Background: an optimization exercise with open tools, aiming at small area and a short achievable clock period. Do not read the settings as production practice.
In this exercise RTL edits were held to simulation tests only and were not proved equivalent to the original.
Power and IR drop assume default switching activity.

--- flow/design.v ---
module tsow_core (
    input  wire        clk,
    input  wire        rst,         
    input  wire        tick,        
    input  wire        line_in,
    output reg         line_out,
    output reg         line_oe,
    input  wire        cmd_valid,
    input  wire [31:0] cmd,
    output reg  [31:0] rsp
);
    localparam [7:0] HOST_ID = 8'hA5;
    localparam [1:0] PH_IDLE = 2'd0, PH_CAL = 2'd1, PH_RXB = 2'd2, PH_TXB = 2'd3;
    localparam [1:0] CS_NONE = 2'd0, CS_RUNNING = 2'd1, CS_DONE = 2'd2, CS_TIMEOUT = 2'd3;
    localparam [3:0] ST_OK = 4'h0, ST_INVALID = 4'h1, ST_EMPTY = 4'h2, ST_CALTO = 4'h3,
                     ST_BUSY = 4'h4, ST_FULL = 4'h5, ST_ILLEGAL = 4'hF;
    localparam [2:0] TU_HOST = 3'd0, TU_DEST = 3'd1, TU_LEN = 3'd2, TU_PAY = 3'd3,
                     TU_FLAG = 3'd4, TU_END = 3'd5;
    localparam [2:0] RF_SRC = 3'd0, RF_DST = 3'd1, RF_LEN = 3'd2, RF_PAY = 3'd3,
                     RF_FLAG = 3'd4;
    reg [1:0]  phase;
    reg        txreq;
    reg [1:0]  calst;
    reg [9:0]  period;           
    reg        mal, ovr;
    reg [7:0]  dest;
    reg [7:0]  txq_mem [0:63];
    reg [6:0]  txq_len;
    reg [7:0]  txf_mem [0:63];
    reg        txf_ld;           
    reg [6:0]  tx_len;
    reg [7:0]  tx_dest;
    reg [6:0]  tx_sr;            
    reg [2:0]  tx_bl;            
    reg [2:0]  tx_nx;            
    reg [5:0]  tx_p;             
    reg [9:0]  wait_cnt;
    reg [9:0]  cal_n;
    reg [9:0]  cal_hi;
    reg [7:0]  rxa_mem [0:63];
    reg [7:0]  rxf_mem [0:63];
    reg [7:0]  out_mem [0:63];
    reg [6:0]  rxf_len;
    reg [7:0]  rxf_src;
    reg        rxf_fin;
    reg        rxf_v;
    reg [5:0]  out_head;
    reg [6:0]  out_len;
    reg [7:0]  rx_sr;
    reg [2:0]  rx_bit;
    reg [2:0]  rx_fld;
    reg [7:0]  rx_cnt;           
    reg [7:0]  rx_len;
    reg [7:0]  rx_src;
    reg        rx_acc;
    reg        rx_pend;          
    reg        rx_store;         
    wire [3:0] op  = cmd[31:28];
    wire z_hi = (cmd[27:10] == 18'd0);
    wire z_98 = (cmd[9:8] == 2'd0);
    wire z_72 = (cmd[7:2] == 6'd0);
    wire z_10 = (cmd[1:0] == 2'd0);
    wire z_all = z_hi & z_98 & z_72 & z_10;
    wire c_stat   = cmd_valid & (op == 4'd0) & z_all;
    wire c_fill   = cmd_valid & (op == 4'd1) & z_hi;
    wire c_unload = cmd_valid & (op == 4'd2) & z_all;
    wire c_read   = cmd_valid & (op == 4'd3) & z_all;
    wire c_poll   = cmd_valid & (op == 4'd4) & z_all;
    wire c_result = cmd_valid & (op == 4'd5) & z_all;
    wire c_ack    = cmd_valid & (op == 4'd6) & z_hi & z_98 & z_72;
    wire c_setd   = cmd_valid & (op == 4'd7) & z_hi & z_98;
    wire c_info   = cmd_valid & (op == 4'd8) & z_all;
    wire txq_full  = txq_len[6];
    wire fill_ok   = c_fill & cmd[9] & ~txreq & ~txq_full;
    wire unload_ok = c_unload & rxf_v;
    wire read_ok   = c_read & (out_len != 7'd0);
    wire poll_busy = (phase == PH_TXB) | (phase == PH_CAL) | txreq;
    wire poll_ok   = c_poll & ~poll_busy;
    wire rx_mid    = (phase == PH_RXB) & ((rx_fld != RF_SRC) | (rx_bit != 3'd0));
    wire ack_mal   = c_ack & cmd[0];
    wire ack_ovr   = c_ack & cmd[1];
    wire [6:0] txq_len_p1 = txq_len + 7'd1;
    wire [6:0] out_len_m1 = out_len - 7'd1;
    wire [7:0] out_byte   = out_mem[out_head];
    reg [31:0] n_rsp;
    always @* begin
        n_rsp = {ST_ILLEGAL, 28'd0};
        if (c_stat)
            n_rsp = {ST_OK, 2'b00, 1'b0, out_len, 1'b0, txq_len, 1'b0, calst,
                     ovr, mal, rxf_v, txreq, (phase == PH_TXB), phase};
        if (c_fill) begin
            if (!cmd[9])      n_rsp = {ST_INVALID, 28'd0};
            else if (txreq)   n_rsp = {ST_BUSY, 28'd0};
            else if (txq_full) n_rsp = {ST_FULL, 28'd0};
            else              n_rsp = {ST_OK, 20'd0, 1'b0, txq_len_p1};
        end
        if (c_unload)
            n_rsp = rxf_v ? {ST_OK, 11'd0, rxf_fin, rxf_src, 1'b0, rxf_len}
                          : {ST_EMPTY, 28'd0};
        if (c_read)
            n_rsp = (out_len != 7'd0) ? {ST_OK, 12'd0, 1'b0, out_len_m1, out_byte}
                                      : {ST_EMPTY, 28'd0};
        if (c_poll)
            n_rsp = poll_busy ? {ST_BUSY, 28'd0} : {ST_OK, 27'd0, rx_mid};
        if (c_result)
            case (calst)
                CS_NONE:    n_rsp = {ST_EMPTY, 28'd0};
                CS_RUNNING: n_rsp = {ST_BUSY, 28'd0};
                CS_DONE:    n_rsp = {ST_OK, 18'd0, period};
                default:    n_rsp = {ST_CALTO, 28'd0};
            endcase
        if (c_ack)
            n_rsp = {ST_OK, 26'd0, ovr, mal};
        if (c_setd)
            n_rsp = {ST_OK, 28'd0};
        if (c_info)
            n_rsp = {ST_OK, 12'd0, dest, HOST_ID};
    end
    wire slot_end = (wait_cnt == 10'd1);
    wire [9:0] wait_m1 = wait_cnt - 10'd1;
    wire tx_start = tick & (phase == PH_IDLE) & (txreq | (fill_ok & cmd[8]));
    wire cal_step = tick & (phase == PH_CAL);
    wire cal_last = (cal_n == 10'd599);
    wire cal_drop = cal_step & ~line_in & (cal_hi != 10'd0);
    wire cal_to   = cal_step & cal_last & (line_in | (cal_hi == 10'd0));
    wire rx_step   = tick & (phase == PH_RXB) & ~poll_ok;
    wire rx_sample = rx_step & slot_end;
    wire [7:0] rx_v = {rx_sr[6:0], line_in};
    wire rx_byte_done = rx_sample & (rx_bit == 3'd7);
    wire rx_len_ok = (rx_len <= 8'd64);
    wire rx_flag   = rx_byte_done & (rx_fld == RF_FLAG);
    wire rxf_v_c   = rxf_v & ~unload_ok;    
    wire rx_accept = rx_flag & rx_len_ok & rx_acc & ~rxf_v_c;
    wire rx_ovr    = rx_flag & rx_len_ok & rx_acc & rxf_v_c;
    wire rx_mal    = rx_flag & ~rx_len_ok;
    wire rx_fin    = rx_flag & line_in;
    wire tx_step = tick & (phase == PH_TXB) & slot_end;
    wire tx_end  = tx_step & (tx_bl == 3'd0) & (tx_nx == TU_END);
    reg [7:0] tx_unit;
    always @* begin
        case (tx_nx)
            TU_HOST: tx_unit = HOST_ID;
            TU_DEST: tx_unit = tx_dest;
            TU_LEN:  tx_unit = {1'b0, tx_len};
            TU_PAY:  tx_unit = txf_mem[tx_p];
            default: tx_unit = 8'h01;
        endcase
    end
    always @(posedge clk) begin
        txf_ld  <= tx_start;
        rx_pend <= rx_byte_done & (rx_fld == RF_PAY);
        rx_store <= rx_acc & rx_len_ok;
        if (rx_pend)
            rx_cnt <= rx_cnt + 8'd1;
        if (rst) begin
            phase    <= PH_IDLE;
            txreq    <= 1'b0;
            calst    <= CS_NONE;
            period   <= 10'd3;
            mal      <= 1'b0;
            ovr      <= 1'b0;
            dest     <= 8'd0;
            line_oe  <= 1'b0;
            line_out <= 1'b0;
            txq_len  <= 7'd0;
            out_head <= 6'd0;
            out_len  <= 7'd0;
            rxf_v    <= 1'b0;
            rsp      <= 32'd0;
        end else begin
            if (cmd_valid)
                rsp <= n_rsp;
            if (c_setd)
                dest <= cmd[7:0];
            mal <= (mal & ~ack_mal) | (poll_ok & rx_mid) | rx_mal;
            ovr <= (ovr & ~ack_ovr) | rx_ovr;
            rxf_v <= rxf_v_c | rx_accept;
            if (tx_start)
                txq_len <= 7'd0;
            else if (fill_ok)
                txq_len <= txq_len_p1;
            if (tx_start)
                txreq <= 1'b0;
            else if (fill_ok & cmd[8])
                txreq <= 1'b1;
            if (unload_ok) begin
                out_head <= 6'd0;
                out_len  <= rxf_len;
            end else if (read_ok) begin
                out_head <= out_head + 6'd1;
                out_len  <= out_len_m1;
            end
            if (poll_ok) begin
                phase <= PH_CAL;
                calst <= CS_RUNNING;
            end else if (tx_start) begin
                phase <= PH_TXB;
            end else if (cal_drop) begin
                phase  <= PH_RXB;
                calst  <= CS_DONE;
                period <= cal_hi;
            end else if (cal_to) begin
                phase <= PH_IDLE;
                calst <= CS_TIMEOUT;
            end else if (rx_fin | tx_end) begin
                phase <= PH_IDLE;
            end
            if (tx_start) begin
                line_oe  <= 1'b1;
                line_out <= 1'b1;
            end else if (tx_step) begin
                if (tx_end) begin
                    line_oe  <= 1'b0;
                    line_out <= 1'b0;
                end else if (tx_bl != 3'd0) begin
                    line_out <= tx_sr[6];
                end else begin
                    line_out <= tx_unit[7];
                end
            end
        end
        if (poll_ok) begin
            cal_n  <= {9'd0, tick};
            cal_hi <= {9'd0, tick & line_in};
        end else if (cal_step) begin
            cal_n <= cal_n + 10'd1;
            if (line_in)
                cal_hi <= cal_hi + 10'd1;
        end
        if (tx_start) begin
            tx_len  <= txq_len + {6'd0, fill_ok};
            tx_dest <= c_setd ? cmd[7:0] : dest;
            tx_sr   <= 7'd0;
            tx_bl   <= 3'd1;
            tx_nx   <= TU_HOST;
        end else if (tx_step) begin
            if (tx_bl != 3'd0) begin
                tx_sr <= {tx_sr[5:0], 1'b0};
                tx_bl <= tx_bl - 3'd1;
            end else begin
                tx_sr <= tx_unit[6:0];
                tx_bl <= 3'd7;
                case (tx_nx)
                    TU_HOST: tx_nx <= TU_DEST;
                    TU_DEST: tx_nx <= TU_LEN;
                    TU_LEN:  tx_nx <= (tx_len == 7'd0) ? TU_FLAG : TU_PAY;
                    TU_PAY:  tx_nx <= ({1'b0, tx_p} + 7'd1 == tx_len) ? TU_FLAG : TU_PAY;
                    default: tx_nx <= TU_END;
                endcase
                if (tx_nx == TU_LEN)
                    tx_p <= 6'd0;
                else if (tx_nx == TU_PAY)
                    tx_p <= tx_p + 6'd1;
            end
        end
        if (tx_start)
            wait_cnt <= period;
        else if (cal_drop)
            wait_cnt <= cal_hi + {1'b0, cal_hi[9:1]};
        else if (rx_step | (tick & (phase == PH_TXB)))
            wait_cnt <= slot_end ? period : wait_m1;
        if (poll_ok | cal_drop) begin
            rx_bit <= 3'd0;
            rx_fld <= RF_SRC;
        end else if (rx_sample) begin
            rx_sr  <= rx_v;
            rx_bit <= rx_bit + 3'd1;
            if (rx_bit == 3'd7) begin
                case (rx_fld)
                    RF_SRC: begin
                        rx_src <= rx_v;
                        rx_fld <= RF_DST;
                    end
                    RF_DST: begin
                        rx_acc <= (rx_v == HOST_ID);
                        rx_fld <= RF_LEN;
                    end
                    RF_LEN: begin
                        rx_len <= rx_v;
                        rx_cnt <= 8'd0;
                        rx_fld <= (rx_v == 8'd0) ? RF_FLAG : RF_PAY;
                    end
                    RF_PAY: begin
                        if (rx_cnt + 8'd1 == rx_len)
                            rx_fld <= RF_FLAG;
                    end
                    default: begin
                        rx_fld <= RF_SRC;
                    end
                endcase
            end
        end
        if (rx_accept) begin
            rxf_len <= rx_len[6:0];
            rxf_src <= rx_src;
            rxf_fin <= line_in;
        end
    end
    integer i;
    always @(posedge clk) begin
        if (fill_ok)
            txq_mem[txq_len[5:0]] <= cmd[7:0];
        if (rx_pend & rx_store)
            rxa_mem[rx_cnt[5:0]] <= rx_sr;
        for (i = 0; i < 64; i = i + 1) begin
            if (txf_ld)
                txf_mem[i] <= txq_mem[i];
            if (rx_accept)
                rxf_mem[i] <= rxa_mem[i];
            if (unload_ok)
                out_mem[i] <= rxf_mem[i];
        end
    end
endmodule
--- flow/standard.sh ---
#!/bin/bash
# synth_recipe.tcl (not shown) runs the flow's synth.tcl, then flattens the netlist and writes it again
# the make line also repeats each setting of config.mk as NAME=value (left out here)
make -C /OpenROAD-flow-scripts/flow DESIGN_CONFIG=/design/flow/config.mk WORK_HOME=/design/flow/orfs CLKGATE_MAP_FILE= SYNTH_SCRIPT=/design/flow/synth_recipe.tcl "${@:-finish}"
--- flow/config.mk ---
export PLATFORM = sky130hd
export DESIGN_NAME = tsow_core
export DESIGN_NICKNAME = tsow_core
export VERILOG_FILES = /design/flow/design.v
export SDC_FILE = /design/flow/constraint.sdc
export NUM_CORES = 4
export LEC_CHECK = 0
export CAP_MARGIN = 20
export CORE_MARGIN = 2
export CORE_UTILIZATION = 40
export SLEW_MARGIN = 20
--- flow/flow/run.sh ---
#!/bin/bash
# Standard layout, run through the standard flow's own script.
set -o pipefail
bash standard.sh > standard.log 2>&1
--- flow/constraint.sdc ---
create_clock -name core_clock -period 10.0 [get_ports {clk}]
set_input_delay 2.0000 -clock core_clock [delete_from_list [all_inputs] [get_ports {clk}]]
set_output_delay 2.0000 -clock core_clock [all_outputs]
set_load 0.01 [all_outputs]
==> results of run 1 <==
## worst min path at each step
stage | start | endpoint | depth (start not counted)
global route | txq_mem[6][6]$_DFFE_PP_ | txf_mem[6][6]$_DFFE_PP_ | 0
global placement | rxa_mem[53][4]$_DFFE_PP_ | rxf_mem[53][4]$_DFFE_PP_ | 0
detailed placement | rxf_mem[0][3]$_DFFE_PP_ | out_mem[0][3]$_DFFE_PP_ | 0
floorplan | rxf_mem[0][0]$_DFFE_PP_ | out_mem[0][0]$_DFFE_PP_ | 0
finish | txq_mem[6][6]$_DFFE_PP_ | txf_mem[6][6]$_DFFE_PP_ | 0
CTS | txq_mem[6][6]$_DFFE_PP_ | txf_mem[6][6]$_DFFE_PP_ | 0
## cell usage in the layout, fill, tap and decap left out, drive strengths merged, types with 33 or more instances in the layout
cell / n
edfxtp: 2634
nand3: 375
clkbuf: 340
nor2: 315
buf: 210
nand2: 193
nand4: 136
dfxtp: 124
a22oi: 116
clkinv: 109
and3: 104
a32oi: 104
a21oi: 89
nor3: 62
o21ai: 58
inv: 58
clkdlybuf4s50: 57
nor4: 54
xnor2: 46
ha: 39
nor2b: 39
xor2: 38
a2111oi: 35
and2: 33
## registers in the layout (all words and copies together), names as in the netlist, 28 cells and up
signal and flops:
out_mem 512, txq_mem 512, rxf_mem 512, rsp 28
rxa_mem 512, txf_mem 512
## cell type report
type | instances | area share [%]
Antenna cell | 4 | 0.00901
Clock buffer | 340 | 6.73
Clock inverter | 140 | 1.08
Inverter | 53 | 0.186
Multi-Input combinational cell | 2254 | 12.9
Sequential cell | 2758 | 73.4
Tap cell | 3185 | 3.59
Timing Repair Buffer | 267 | 2.04
## stage by stage
stage | util, % | hold slack (ps)
3_3_place_gp | 42.6 | 400
2_1_floorplan | - | 400
3_5_place_dp | 42.6 | 405
6_report | 46.2 | 363
4_1_cts | 46.2 | 369
5_1_grt | 46.2 | 388
## critical path, stage by stage
cell	delay, ps
clkdlybuf4s50_1	720
nor4_2	520
buf_4	260
nand3_1	170
or4_1	810
clkinv_1	280
nand4_1	920
nor2_1	1090
## power by group
| part | switching, uW | internal [uW] |
|---|---|---|
| combinational | 90.6 | 22.6 |
| sequential | 3.72 | 12500 |
| clock | 4280 | 5850 |
## cells by family (layout without fill, tap and decap cells)
group | Yosys count | count (layout)
AO/OA/AOI/OAI | 623 | 623
flip-flops | 2758 | 2758
other | 1 | 8
adder cells (fa/ha/maj) | 40 | 40
XOR/XNOR | 85 | 85
AND/OR/NAND/NOR | 1470 | 1470
buffers and inverters | 303 | 800
multiplexers | 32 | 32
## routing by layer
metal	GRT usage (%)	vias to the layer above	wire length, um
li1	-	21764	-
met1	33.1	27322	117000
met2	38.7	3546	143000
met3	4.87	713	31500
met4	13.3	14	19600
met5	0	-	105
==> out/results.txt, run 1 <==
Mapped cell area -> 0.0968 mm^2
Vias in the first global route -> 50,015
RSZ-0062 raised after global routing -> false
Reg2reg start -> out_head[2]$_SDFFE_PP0P_
Worst Tran Pin Value -> 1200 ps
Total of max-cap violations -> 0
Footprint of the multi-input gates -> 0.0144 mm^2
Setup crit start kind -> input port
TritonCTS clock tree -> built
Clock skew -> 68.0 ps
Clk root buf -> clkbuf_16
Setup bufs post-CTS -> 0
Setup WS pre-CTS -> 2820 ps
Ranking of synthesized cells by area -> edfxtp_1 82%, dfxtp_1 2.6%, nand3_1 1.9%
Final Worst Setup Slack -> 3750 ps
Die area -> 0.246 mm^2
WP data required -> 10,570 ps
Max-slew violation count -> 0
Io pins -> 71
Final WL -> 311,000 um
Vias post-DR -> 53,359
CTS Sinks -> 2,758
Die width -> 496 um
Leakage -> 0.0352 uW
Post-synth EDFFs -> 2,634
WP data arrival -> 6810 ps
GPL Wtd Cong -> 1.01
Nets@finish -> 5,693
FF+latch area -> 0.0816 mm^2
R2R depth -> 11
Post-synthesis adder-cell area fraction -> 0.525%
Setup CP Type -> in2reg
Die span in y -> 496 um
DRC -> 0
Cell Area, Placed -> 0.102 mm^2
Largest family of logic cells by synthesized area -> simple AND/OR/NAND/NOR gates
Cell taking the most area after synthesis -> edfxtp_1
First-pass GRT wire length -> 420,000 um
Sum Neg Setup Slack -> 0 ps
Post-cts gate resize count -> 0
Fin. Hold Viols -> 0
CTS Hold Bufs -> 0
Fill cells -> 20,256
Most used DFF post-synth -> edfxtp_1
H-tree levels -> 5
Synth Instances -> 5,312
Initial DRT Pass Iterations -> 9
Clock slew at reported path FFs -> 60 ps
Clock Path Buffers -> 4
Max-slew headroom -> 20.0%
Non-Filler Instances -> 9,001
Initial antenna violation count -> 12
Post-synth ARST share -> 0%
Critical path fanouts, max -> 13
Yosys reg bits -> 2,758
Initial Utilization -> 40.3%
Warnings from Yosys -> 4
Vias/cell -> 5.93
Total CTS buffers -> 282
HPWL after DPL -> 203,000 um
Tcrit/Tclk final -> 62.5%
Crit path capture -> txq_mem[57][3]$_DFFE_PP_
GRT Total Usage -> 24.9%
Post-synthesis mux area share -> 0.344%
Share of layout cells above drive strength 1 -> 12.1%
Design area -> 0.111 mm^2
Synth cell types -> 93
Count leader, synth -> edfxtp_1
Drt wl/cell -> 34.6 um
Post-synthesis sequential area ratio -> 84.3%
R2r endpoint -> rsp[5]$_SDFFE_PP0P_
ANT nets after route -> 0
Rows -> 180
Top-area cell type share of the netlist area -> 81.7%
Fraction of the mapped netlist area in compound gates -> 4.86%
Final Power -> 22,700 uW
Count of final setup violators -> 0
DRT iter0 DRCs -> 8,201
Area delta synth->final -> 14.7%
Reg2Reg Setup Slack -> 5250 ps
Post-layout min period -> 6250 ps
Hold WC Path Type -> reg2reg
Max Freq -> 160 MHz
Xor and xnor area share after synthesis -> 0.783%
Post-Syn Area per Cell -> 18.2 um^2
Crit path from -> cmd[27]
Status -> finished clean
I/O Buffers -> 66
Clk latency of the worst-skew pair -> 950 ps
Post-synth top cells -> 2,634 x edfxtp_1, 375 x nand3_1, 315 x nor2_1
Core Area -> 0.241 mm^2
Cell area power density -> 205 mW/mm^2
Endpoint type of the worst setup path -> flop
GRT overflow -> 0
Worst vdd ir -> 0.000207 V
Placed insts -> 8,516
Pin count of the biggest net entering global routing -> 148
Simple-gate portion of the synthesized area -> 7.95%
==> run 2, diff against run 1 <==
==> flow/run.sh (new file) <==
#!/bin/bash
# synth_recipe.tcl (not shown) runs the flow's synth.tcl, then flattens the netlist and writes it again
# the make line also repeats each setting of config.mk as NAME=value (left out here)
make -C /OpenROAD-flow-scripts/flow DESIGN_CONFIG=/design/flow/config.mk WORK_HOME=/design/flow/orfs CLKGATE_MAP_FILE= SYNTH_SCRIPT=/design/flow/synth_recipe.tcl finish
removed: flow/flow/run.sh
removed: flow/standard.sh
==> out/results.txt, run 2 <==
Status -> finished clean
Total CTS buffers -> 282
Worst Tran Pin Value -> 1200 ps
Die span in y -> 496 um
Clk root buf -> clkbuf_16
Max-slew headroom -> 20.0%
Die area -> 0.246 mm^2
Cell area power density -> 205 mW/mm^2
Drt wl/cell -> 34.6 um
GRT Total Usage -> 24.9%
Post-layout min period -> 6250 ps
Cell Area, Placed -> 0.102 mm^2
Initial Utilization -> 40.3%
Clock Path Buffers -> 4
Clock Power Share -> 44.6%
Clock slew at reported path FFs -> 60 ps
First-pass GRT wire length -> 420,000 um
Nets@finish -> 5,693
Commonest non-fill, non-tap cells in the layout -> 2,634 x edfxtp_1, 374 x nand3_1, 290 x clkbuf_16
Reg2reg start -> out_head[2]$_SDFFE_PP0P_
Synth cell types -> 93
DRC -> 0
Total of max-cap violations -> 0
Cell taking the most area after synthesis -> edfxtp_1
DRT iter0 DRCs -> 8,201
Post-cts gate resize count -> 0
Combinational Power Share -> 0.5%
Top-area cell type share of the netlist area -> 81.7%
Hold WC Path Type -> reg2reg
Core Area -> 0.241 mm^2
Clk latency of the worst-skew pair -> 950 ps
Leakage -> 0.0352 uW
Placed insts -> 8,516
R2r endpoint -> rsp[5]$_SDFFE_PP0P_
Endpoint type of the worst setup path -> flop
Non-Filler Instances -> 9,001
Critical path fanouts, max -> 13
Initial antenna violation count -> 12
Setup bufs post-CTS -> 0
Post-synthesis sequential area ratio -> 84.3%
Mapped cell area -> 0.0968 mm^2
Die width -> 496 um
WP data required -> 10,570 ps
Reg2Reg Setup Slack -> 5250 ps
Footprint of the multi-input gates -> 0.0144 mm^2
I/O Buffers -> 66
Io pins -> 71
R2R depth -> 11
Hold Path Origin -> txq_mem[6][6]$_DFFE_PP_
GPL Wtd Cong -> 1.01
Count leader, synth -> edfxtp_1
Share of layout cells above drive strength 1 -> 12.1%
Fin. Hold Viols -> 0
Max Freq -> 160 MHz
Ranking of synthesized cells by area -> edfxtp_1 82%, dfxtp_1 2.6%, nand3_1 1.9%
Pin count of the biggest net entering global routing -> 148
Most common cell after layout, fill and taps aside -> edfxtp_1
Synth Instances -> 5,312
Post-synth top cells -> 2,634 x edfxtp_1, 375 x nand3_1, 315 x nor2_1
Vias/cell -> 5.93
Warnings from Yosys -> 4
Setup CP Type -> in2reg
Yosys reg bits -> 2,758
TritonCTS clock tree -> built
WHS -> 363 ps
Setup crit start kind -> input port
Vias post-DR -> 53,359
Design area -> 0.111 mm^2
Tcrit/Tclk final -> 62.5%
Post-Syn Area per Cell -> 18.2 um^2
Max-slew violation count -> 0
HPWL after DPL -> 203,000 um
Area delta synth->final -> 14.7%
Sum Neg Setup Slack -> 0 ps
Vias in the first global route -> 50,015
FF+latch area -> 0.0816 mm^2
Sw Share -> 19.3%
GRT overflow -> 0
Hold endpoint -> txf_mem[6][6]$_DFFE_PP_
Post-synth ARST share -> 0%
Cell depth of the worst hold path -> 0
CTS Hold Bufs -> 0
H-tree levels -> 5
Clock skew -> 68.0 ps
Most used DFF post-synth -> edfxtp_1
Worst vdd ir -> 0.000207 V
Post-synth EDFFs -> 2,634
RSZ-0062 raised after global routing -> false
Final WL -> 311,000 um
Part of the power in registers -> 54.9%
Count of final setup violators -> 0
CTS Sinks -> 2,758
Switching pwr -> 4380 uW
WP data arrival -> 6810 ps
Fill cells -> 20,256
Power Internal -> 18,400 uW
ANT nets after route -> 0
Initial DRT Pass Iterations -> 9
Rows -> 180
run 2: kinds of logic (layout without fill, tap and decap cells):
group | after synthesis | in the layout | share of synthesized area [%]
flip-flops | 2758 | 2758 | 84.3
AND/OR/NAND/NOR | 1470 | 1470 | 7.95
AO/OA/AOI/OAI | 623 | 623 | 4.86
buffers and inverters | 303 | 800 | 1.28
XOR/XNOR | 85 | 85 | 0.783
adder cells (fa/ha/maj) | 40 | 40 | 0.525
multiplexers | 32 | 32 | 0.344
other | 1 | 8 | 0.00387
run 2: worst max path at each step:
stage                   start                  endpoint  slack, ps  depth (start not counted)
global placement      cmd[27]  txq_mem[57][1]$_DFFE_PP_       2790                          8
floorplan           cmd_valid         rxf_fin$_DFFE_PP_      -1570                          7
global route          cmd[27]  txq_mem[57][3]$_DFFE_PP_       3680                          8
detailed placement    cmd[27]  txq_mem[57][6]$_DFFE_PP_       2820                          8
finish                cmd[27]  txq_mem[57][3]$_DFFE_PP_       3750                          8
CTS                   cmd[27]  txq_mem[57][2]$_DFFE_PP_       3800                          8
run 2: power groups by stage:
stage / Clock (uW) / Sequential [uW] / Combinational (uW)
2_1_floorplan: 0 / 12700 / 17.9
3_3_place_gp: 0 / 12700 / 114
3_5_place_dp: 0 / 12700 / 114
4_1_cts: 10200 / 12500 / 114
5_1_grt: 10700 / 12500 / 115
6_report: 10100 / 12500 / 113
run 2: layout make-up:
cell class	instances	area share, %
inverters	53	0.186
well taps	3185	3.59
multi-input cells	2254	12.9
clock inverters	140	1.08
diodes	4	0.00901
flip-flops and latches	2758	73.4
repair buffers	267	2.04
clock buffers	340	6.73
run 2: critical path: stages:
cell and delay, ps:
clkdlybuf4s50_1 720, nor4_2 520, buf_4 260, nand3_1 170, or4_1 810, clkinv_1 280
nand4_1 920, nor2_1 1090
run 2: metal layers:
layer / wire, um / GRT usage, %
met2: 143000 / 38.7
met5: 105 / 0
met4: 19600 / 13.3
met1: 117000 / 33.1
met3: 31500 / 4.87
run 2: per-stage QoR:
step / utilization (%) / setup slack (ps) / power, uW
floorplan: - / -1570 / 12800
global placement: 42.6 / 2790 / 12900
detailed placement: 42.6 / 2820 / 12900
CTS: 46.2 / 3800 / 22800
global route: 46.2 / 3680 / 23200
finish: 46.2 / 3750 / 22700
==> run 3, diff against run 2 <==
--- a/flow/design.v
+++ b/flow/design.v
@@ -27,7 +27,10 @@
     reg [7:0]  txq_mem [0:63];
     reg [6:0]  txq_len;
     reg [7:0]  txf_mem [0:63];
-    reg        txf_ld;           
+    reg        txf_ld1, txf_ld;  
+    reg        tw_en;            
+    reg [5:0]  tw_idx;
+    reg [7:0]  tw_dat;
     reg [6:0]  tx_len;
     reg [7:0]  tx_dest;
     reg [6:0]  tx_sr;            
@@ -147,7 +150,11 @@
         endcase
     end
     always @(posedge clk) begin
-        txf_ld  <= tx_start;
+        txf_ld1 <= tx_start;
+        txf_ld  <= txf_ld1;
+        tw_en   <= fill_ok;
+        tw_idx  <= txq_len[5:0];
+        tw_dat  <= cmd[7:0];
         rx_pend <= rx_byte_done & (rx_fld == RF_PAY);
         rx_store <= rx_acc & rx_len_ok;
         if (rx_pend)
@@ -298,8 +305,8 @@
     end
     integer i;
     always @(posedge clk) begin
-        if (fill_ok)
-            txq_mem[txq_len[5:0]] <= cmd[7:0];
+        if (tw_en)
+            txq_mem[tw_idx] <= tw_dat;
         if (rx_pend & rx_store)
             rxa_mem[rx_cnt[5:0]] <= rx_sr;
         for (i = 0; i < 64; i = i + 1) begin
--- a/flow/config.mk
+++ b/flow/config.mk
@@ -5,7 +5,9 @@
 export SDC_FILE = /design/flow/constraint.sdc
 export NUM_CORES = 4
 export LEC_CHECK = 0
+export ABC_CLOCK_PERIOD_IN_PS = 3000
 export CAP_MARGIN = 20
 export CORE_MARGIN = 2
-export CORE_UTILIZATION = 40
+export CORE_UTILIZATION = 50
+export SETUP_SLACK_MARGIN = 5
 export SLEW_MARGIN = 20
==> out/results.txt, run 3 <==
GRT Total Usage -> 28.6%
Sw Share -> 18.8%
Critical path fanouts, max -> 16
Yosys reg bits -> 2,774
Setup crit start kind -> flop
Worst vdd ir -> 0.000171 V
Cell area power density -> 210 mW/mm^2
GRT overflow -> 0
Area delta synth->final -> 15.4%
Tcrit/Tclk final -> 49.6%
Initial Utilization -> 50.2%
Post-synth EDFFs -> 2,634
Die area -> 0.194 mm^2
Post-synthesis sequential area ratio -> 86.0%
Clock slew at reported path FFs -> 60 ps
DRC -> 0
Clock skew -> 89.5 ps
Combinational Power Share -> 0.4%
TritonCTS clock tree -> built
Ranking of synthesized cells by area -> edfxtp_1 83%, a22oi_1 3.2%, dfxtp_1 2.9%
Status -> finished clean
Io pins -> 71
Vias/cell -> 6.16
Hold WC Path Type -> reg2reg
Synth Instances -> 4,978
Nets@finish -> 5,528
Max-slew headroom -> 15.9%
Post-synth top cells -> 2,634 x edfxtp_1, 407 x a22oi_1, 395 x nor2_1
Max Freq -> 202 MHz
Most used DFF post-synth -> edfxtp_1
Max-slew violation count -> 0
Mapped cell area -> 0.0952 mm^2
Warnings from Yosys -> 4
Fill cells -> 14,115
Commonest non-fill, non-tap cells in the layout -> 2,634 x edfxtp_1, 407 x a22oi_1, 306 x nor2_1
Switching pwr -> 4340 uW
WHS -> 327 ps
WP data arrival -> 5720 ps
Grt met3 use -> 5.50%
Total CTS buffers -> 292
Core Area -> 0.190 mm^2
First-pass GRT wire length -> 378,000 um
Leakage -> 0.0350 uW
Vias post-DR -> 50,259
Drt wl/cell -> 34.3 um
Clk root buf -> clkbuf_16
Most common cell after layout, fill and taps aside -> edfxtp_1
Clk latency of the worst-skew pair -> 930 ps
Initial DRT Pass Iterations -> 8
Part of the power in registers -> 54.4%
Post-Syn Area per Cell -> 19.1 um^2
Endpoint type of the worst setup path -> flop
I/O Buffers -> 66
Cell taking the most area after synthesis -> edfxtp_1
Vias in the first global route -> 47,292
CTS Sinks -> 2,774
Share of layout cells above drive strength 1 -> 13.8%
Count of final setup violators -> 0
Worst Tran Pin Value -> 1260 ps
Clock Path Buffers -> 4
Top-area cell type share of the netlist area -> 83.0%
Die span in y -> 440 um
H-tree levels -> 5
Setup CP Type -> reg2reg
Initial antenna violation count -> 6
Power Internal -> 18,700 uW
DRT iter0 DRCs -> 7,722
WP data required -> 10,770 ps
Clock Power Share -> 45.1%
ANT nets after route -> 0
Synth cell types -> 84
HPWL after DPL -> 179,000 um
Count leader, synth -> edfxtp_1
GR Util met2 -> 45.8%
Die width -> 440 um
Final WL -> 280,000 um
RSZ-0062 raised after global routing -> false
Post-synth ARST share -> 0%
Fin. Hold Viols -> 0
Most Crowded Layer GR -> met2
Post-layout min period -> 4960 ps
Met1 Use GR -> 38.0%
Pin count of the biggest net entering global routing -> 180
Sum Neg Setup Slack -> 0 ps
GPL Wtd Cong -> 0.965
Rows -> 160
Total of max-cap violations -> 0
==> run 3: cell families after synthesis <==
kind of cell | count (synthesis) | synth area share, %
AOI/OAI and AO/OA | 761 | 5.88
buffers and inverters | 180 | 0.780
other | 1 | 0.00394
and+or+nand+nor | 1110 | 5.73
muxes | 27 | 0.300
xor gates and xnor gates | 84 | 0.772
adders and majority gates | 41 | 0.546
DFF | 2774 | 86.0
==> run 3: power groups by stage <==
stage	Clock (uW)	Combinational, uW	Sequential (uW)
after floorplan	0	22.6	12800
after global routing	11000	110	12600
final	10400	103	12600
after global placement	0	102	12800
after CTS	10500	104	12600
after detailed placement	0	104	12800
==> run 3: metrics by stage <==
stage	area [um^2]	cells	setup slack (ps)	utilization [%]	total power (uW)
final	110000	8161	5040	57.9	23100
after global routing	110000	8161	5050	57.9	23600
after CTS	110000	8157	5220	57.9	23200
after detailed placement	101000	7651	3340	53.0	12900
after global placement	101000	7650	3320	53.0	12900
after floorplan	95300	4981	2500	-	12800
==> run 3: final timing paths <==
path	from	slack, ps	cells after the start	endpoint
setup / recovery	out_head[1]$_SDFFE_PP0P_	5040	11	rsp[5]$_SDFFE_PP0P_
hold / removal	txf_ld1$_DFF_P_	330	0	txf_ld$_DFF_P_
setup reg to reg	out_head[1]$_SDFFE_PP0P_	5040	11	rsp[5]$_SDFFE_PP0P_
hold reg to reg	txf_ld1$_DFF_P_	330	0	txf_ld$_DFF_P_
==> run 3: final cells by class <==
type	count	area [um^2]	share of cell area, %
antenna	1	2.50	0.00228
multi-input combinational	2029	13000	11.8
timing repair buffer	305	2680	2.43
tap	2511	3140	2.86
inverter	48	185	0.168
clock buffer	371	7750	7.05
sequential	2774	81900	74.5
clock inverter	122	1300	1.18
==> run 3: timing repair <==
action                     in CTS  in global routing
setup buffers                   9                  0
gates cloned                    4                  0
hold buffers                    0                  0
setup endpoints to repair     971                 10
resized for setup               7                  1
pin swaps                       2                  0
==> run 3: routing by layer <==
layer / vias up / share of wire, %
met5: - / 0.0075
met4: 4 / 5.2
met3: 572 / 9.1
met2: 2992 / 48
met1: 25827 / 38
li1: 20864 / -
==> run 3: worst max-delay path: stages (launching register included) <==
cell	delay (ps)
dfxtp_1	400
inv_1	100
ha_1	530
nand3b_1	590
nor2_2	340
a22oi_1	710
nand2_1	210
a2111oi_1	660
buf_4	260
nand4_1	410
mux2i_1	410
o21ai_0	150

-- static timing again, ports no longer ideal --
In the flow no input, the clock included, has a driving cell. The finished layouts below were timed again as built, in two steps.
Step 1 sets driving cells, clkbuf_16 on the clock port and buf_2 on the other inputs (assumed; they add their load-dependent delay and slew).
Step 2 times the ports against the registers' clock, not the clock port: input delays grow and output delays shrink by t, the midpoint of the rising clock arrivals with the driver on.
Three values: ideal ports, drivers, drivers and shift; two values: the first two.
run	shift t [ns]	setup WS [ns]	worst hold slack (ns)	worst setup path after step 2	worst register clock-pin slew, ns
run 1	1.005	3.753 / 3.812 / 2.807	0.363 / 0.363 / 0.363	input to register	0.07 / 0.07
run 2	1.005	3.753 / 3.812 / 2.807	0.363 / 0.363 / 0.363	input to register	0.07 / 0.07
run 3	0.984	5.045 / 5.045 / 4.129	0.327 / 0.327 / 0.327	input to register	0.07 / 0.07
After both steps every run listed still meets setup and hold.
